This design comes from an exercise in tuning for small area, a short achievable clock period and few clock cycles per item on the open sky130 flow, not from production work.
At most, simulation tests tie the RTL to the original design; equivalence was not proved.
Power is estimated from default activity; no workload was simulated.

Setup of lane 1:
Design tone_divisor_search, start of the top module:
module tone_divisor_search (
    input  wire        clk,
    input  wire        rst,       
    input  wire        start,
    input  wire [31:0] hz,        
    output wire        ready,
    output reg         done,
    output wire [7:0]  div,       
    output wire [15:0] cmp,       
    output wire [33:0] err        
);
Settings: LEC_CHECK=0, CAP_MARGIN=20, CORE_MARGIN=2, CORE_UTILIZATION=40, PLACE_DENSITY=0.6, SLEW_MARGIN=20, TNS_END_PERCENT=0; clock period 10.0 ns.
standard.sh (not shown) runs the stock make flow with config.mk's settings and CLKGATE_MAP_FILE= SYNTH_SCRIPT=/design/flow/synth_recipe.tcl, a recipe that flattens the netlist after the stock synthesis.
==> flow/flow/run.sh <==
#!/bin/bash
# Standard ORFS layout (the standard.sh), with a larger setup-slack
# target for timing repair and buf_1 cells as the port buffers.
set -euo pipefail
export SETUP_SLACK_MARGIN=6.5
export BUFFER_PORTS_ARGS="-buffer_cell sky130_fd_sc_hd__buf_1"
bash standard.sh > standard.log 2>&1
Testbench counts of lane 1, summed over its fixed seeds: cycles 19,890, items 1,280.
Edits applied to the flow inputs when going from lane 1 to lane 2:
==> flow/flow/run.sh <==
#!/bin/bash
# Standard ORFS layout (the standard.sh), with a larger setup-slack
# target for timing repair and buf_2 cells as the port buffers.
set -euo pipefail
export SETUP_SLACK_MARGIN=6.75
export BUFFER_PORTS_ARGS="-buffer_cell sky130_fd_sc_hd__buf_2"
bash standard.sh > standard.log 2>&1
### Flow results
- Lane 2 ended with every stage complete and zero timing, DRC or antenna violations.
- In summary, lane 1 completed successfully, with a layout that passed the timing, DRC and antenna checks.
- Power density over the cells (lane 2 vs. lane 1) decreases by a few percent
- On lane 2: overall power after layout is about 1.4% higher than what lane 1 gave.
- Area added between synthesis and finish, lane 1 and lane 2, lower one = lane 1.
- Against lane 1, the final cell area of lane 2 is higher.
The inputs of lane 3 differ from those of lane 2 as listed below.
--- a/flow/flow/run.sh
+++ b/flow/flow/run.sh
@@ -3,5 +3,5 @@
 # target for timing repair and buf_2 cells as the port buffers.
 set -euo pipefail
-export SETUP_SLACK_MARGIN=6.75
+export SETUP_SLACK_MARGIN=6.5
 export BUFFER_PORTS_ARGS="-buffer_cell sky130_fd_sc_hd__buf_2"
 bash standard.sh > standard.log 2>&1
Findings:
Comparing lane 3 and lane 2, the lower number of global-route vias before repair was measured on lane 3.
The final reports for lane 3 and lane 2 show global-route wire length before repair lower in the former.
Ratio of final minimum period to clock period: lane 3 vs lane 2 up 0.16 points
Slack of the critical path (lane 3 over lane 2): decrease, 0.016 ns
| final cell count | lane 3 vs lane 2 | 0.72% lower |
Inputs modified between lane 3 and lane 4:
Settings: TNS_END_PERCENT no longer set, was 0.
Notes after the runs:
Between lane 4 and lane 3, it is lane 4 whose global routing usage on met2 is lower, by 2.0 points.
Lane 4 vs. lane 3: peak ir drop on the vdd network lower, met3 global-route usage lower.
The launch point of the worst path comes out hz[18] in one run and uq in the other, namely in lane 4 and lane 3 respectively.
Compared with lane 3, in lane 4 area overhead of the layout relative to synthesis picked up an extra 0.36 points; routed wire length has decreased.
Portion of total power attributed to combinational logic ends up higher on lane 4.
On design area, lane 3 beats lane 4.
diff inputs: lane 4 => lane 5
Settings: TNS_END_PERCENT newly set to 0; PLACE_DENSITY changed from 0.6 to 0.7.
Notes after the runs:
- Relative to lane 4, utilization has decreased by 0.54 points in lane 5.
- Compared with lane 4, in lane 5 total die area stayed essentially flat, cell area reported after detailed placement stayed essentially flat.
- Against lane 4, lane 5 comes in 0.0038 ns higher on worst-case hold slack.
- Per the comparison of lane 5 with lane 4, upper clock frequency limit went down, post-layout instance count excluding filler cells did not really move, post-placement cell count did not really move, antenna diode count did not really move.

The RTL this note starts from:
==> flow/design.v <==
module tone_divisor_search (
    input  wire        clk,
    input  wire        rst,       
    input  wire        start,
    input  wire [31:0] hz,        
    output wire        ready,
    output reg         done,
    output wire [7:0]  div,       
    output wire [15:0] cmp,       
    output wire [33:0] err        
);
    localparam [25:0] N = 26'd42000000;
    localparam [1:0] P_DIV = 2'd0, P_RND = 2'd1, P_NEG = 2'd2, P_SHF = 2'd3;
    reg        busy;
    reg        uq;        
    reg [1:0]  ph;
    reg        bigq;      
    reg [4:0]  cnt;       
    reg        nb;        
    reg [31:0] hzr;
    reg [33:0] R;         
    reg [15:0] X;         
    reg [1:0]  K;         
    assign ready = ~busy;
    assign div   = {K == 2'd3, 1'b0, K == 2'd2, 1'b0, K == 2'd1, 1'b0, K == 2'd0, 1'b0};
    assign cmp   = X;
    assign err   = {R[33:1], 1'b0};
    wire acc = start & ~busy;
    wire t10 = |hz[31:10];
    wire t12 = |hz[31:12];
    wire t13 = |hz[31:13];
    wire t14 = |hz[31:14];
    wire t15 = |hz[31:15];
    wire t18 = |hz[31:18];
    wire tiny_in = ~t10 && (hz[9:4] == 6'd0) && (hz[3:0] <= 4'd10);
    wire s8  = t18;
    wire s11 = t15 & ~t18;
    wire s12 = t14 & ~t15;
    wire s13 = t13 & ~t14;
    wire s14 = t12 & ~t13;
    wire s16 = t10 & ~t12;
    wire s22 = ~t10 & ~tiny_in;
    wire [3:0]  t_hi   = 4'd10 - hz[3:0];
    wire [9:0]  t_lo   = 10'd890 + {6'd0, hz[3:0]};
    wire [26:0] r_tiny = {t_hi, 6'd0, t_lo, 7'd0};
    wire [26:0] r_in = ({27{s8}}  & (N >> 8))  | ({27{s11}} & (N >> 11)) |
                       ({27{s12}} & (N >> 12)) | ({27{s13}} & (N >> 13)) |
                       ({27{s14}} & (N >> 14)) | ({27{s16}} & (N >> 16)) |
                       ({27{s22}} & (N >> 22)) | ({27{tiny_in}} & r_tiny);
    wire [4:0]  c_in = ({5{s8}}  & 5'd7)  | ({5{s11}} & 5'd10) | ({5{s12}} & 5'd11) |
                       ({5{s13}} & 5'd12) | ({5{s14}} & 5'd13) | ({5{s16}} & 5'd15) |
                       ({5{s22}} & 5'd21);    
    wire        n_in = |({s8, s11, s12, s13, s14, s16, s22} &
                         {N[7], N[10], N[11], N[12], N[13], N[15], N[21]});
    wire ge641 = (hzr >= 32'd641);
    wire ge161 = (hzr >= 32'd161);
    wire ge41  = (hzr >= 32'd41);
    wire [1:0] k   = {~ge161, (~ge641 & ge161) | ~ge41};
    wire       big = (hzr > 32'd21000000);
    wire       lo25 = (hzr[31:25] == 7'd0);
    wire        dv    = busy & (ph == P_DIV);
    wire        rn    = busy & (ph == P_RND);
    wire        ng    = busy & (ph == P_NEG);
    wire        sh    = busy & (ph == P_SHF);
    wire        bstop = dv & big & (cnt == 5'd1);    
    wire        unsh  = uq;              
    wire [25:0] A     = unsh ? {1'b0, R[24:0]} : {R[24:0], dv & nb};
    wire        cin   = dv | (ng & ~bigq);
    wire [26:0] S2    = {1'b0, A[24:0], 1'b1} + {1'b0, ~hzr[24:0], cin};
    wire [24:0] S     = S2[25:1];
    wire        c25   = S2[26];
    wire        cy    = (c25 | A[25]) & lo25;        
    wire        take  = ng | ((dv | rn) & cy);
    wire [24:0] r_lo  = take ? (S ^ {25{ng}}) : acc ? r_in[24:0] : A[24:0];
    wire [6:0]  hi7   = hzr[31:25] - {6'd0, c25};
    wire [8:0]  r_hi  = (sh | (rn & ~cy)) ? R[32:24] :
                        ng ? {2'b0, hi7 & {7{bigq}}} :
                        busy ? 9'd0 : acc ? {7'd0, r_in[26:25]} : R[33:25];
    wire [15:0] x_inc = X + 16'd1;
    wire        x_up  = (rn & cy) | (ng & bigq);
    wire last = (cnt == {2'd0, k, 1'b0});
    wire [1:0] ph_nx = {busy & (ph[1] | ph[0] | bstop),
                        busy & ((dv & ~big & last) | (rn & ~cy) | ng | sh)};
    wire fin = (rn & ~cy & (k == 2'd0)) | (ng & (k == 2'd0) & ~bigq) |
               (sh & (cnt == 5'd0));
    wire busy_nx = ~rst & (busy ? ~fin : (acc & ~tiny_in));
    wire done_nx = ~rst & (busy ? fin : (acc & tiny_in));
    always @(posedge clk) begin
        busy <= busy_nx;
        done <= done_nx;
        uq   <= ~busy_nx | (ph_nx == P_NEG);
    end
    always @(posedge clk) begin
        ph <= ph_nx;
        if (!busy) begin
            hzr  <= hz;
            cnt  <= c_in;
            nb   <= n_in;
            bigq <= 1'b0;
        end else begin
            K <= k;
            if (bstop) begin
                bigq <= 1'b1;
                cnt  <= 5'd1;
            end else if (dv || sh) begin
                cnt <= cnt - 5'd1;
                nb  <= N[cnt - 5'd1];
            end
        end
        if (acc && tiny_in)
            K <= 2'd3;
        R <= {r_hi, r_lo};
        if (acc)
            X <= {16{tiny_in}};
        else if (dv)
            X <= {X[14:0], cy | bstop};
        else if (x_up)
            X <= x_inc;
    end
endmodule
export LEC_CHECK = 0
export CAP_MARGIN = 20
export CORE_MARGIN = 2
export CORE_UTILIZATION = 40
export CTS_BUF_LIST = sky130_fd_sc_hd__clkbuf_4 sky130_fd_sc_hd__clkbuf_8
export PLACE_DENSITY = 0.6
export SLEW_MARGIN = 20
create_clock -name core_clock -period 10.0 [get_ports {clk}]
==> flow/flow/run.sh <==
#!/bin/bash
# Standard ORFS layout (the standard.sh), with a larger setup-slack
# target for timing repair and buf_2 cells as the port buffers.
set -euo pipefail
export SETUP_SLACK_MARGIN=6.0
export BUFFER_PORTS_ARGS="-buffer_cell sky130_fd_sc_hd__buf_2"
bash standard.sh > standard.log 2>&1
The starting point passed the timing, DRC and antenna checks.
Rerun with:
--- a/flow/flow/run.sh
+++ b/flow/flow/run.sh
@@ -4,3 +4,3 @@
 set -euo pipefail
-export SETUP_SLACK_MARGIN=6.0
+export SETUP_SLACK_MARGIN=6.5
 export BUFFER_PORTS_ARGS="-buffer_cell sky130_fd_sc_hd__buf_2"
- CTS_BUF_LIST: sky130_fd_sc_hd__clkbuf_4 sky130_fd_sc_hd__clkbuf_8 -> default
What happened: Die area does not change; utilization came out higher by 4.5 points; routed wire length came out higher by 6.7%; final cell count is higher by 2.0%; non-clock buffer count rose by 21; final area increases by 9.9%.
No functional check of the RTL was part of any run of this note.

## separate check: timing with driven ports
No port has a modelled driver above. Below, the same layouts with a new extraction and two added sets of constraints.
Step 1 sets driving cells, clkbuf_16 on the clock port and buf_2 on the other inputs (assumed; they add their load-dependent delay and slew).
Step 2 moves the port delays by t, midway between the first and last clock arrival at a register: inputs arrive t later, outputs are due t later. That takes back most of the time a late clock gives input paths.
Three values: no drivers, after step 1, after step 2; two values: the first two.
run	t, ns	setup slack, ns	pins driven straight from the clock port
lane 1	0.405	6.391 / 6.417 / 6.011	1
lane 2	0.393	6.599 / 6.624 / 6.231	1
lane 3	0.392	6.582 / 6.582 / 6.239	1
lane 4	0.393	6.564 / 6.583 / 6.191	1
lane 5	0.394	6.546 / 6.546 / 6.189	1
the first run of note 2	0.428	6.150 / 6.168 / 5.739	1
the second run of note 2	0.400	6.330 / 6.338 / 5.939	1
After both steps setup and hold are still met in every run listed. The setup slack of the first run of note 2, which loses most, moves by +0.018 ns with the drivers and by -0.411 ns with both steps.
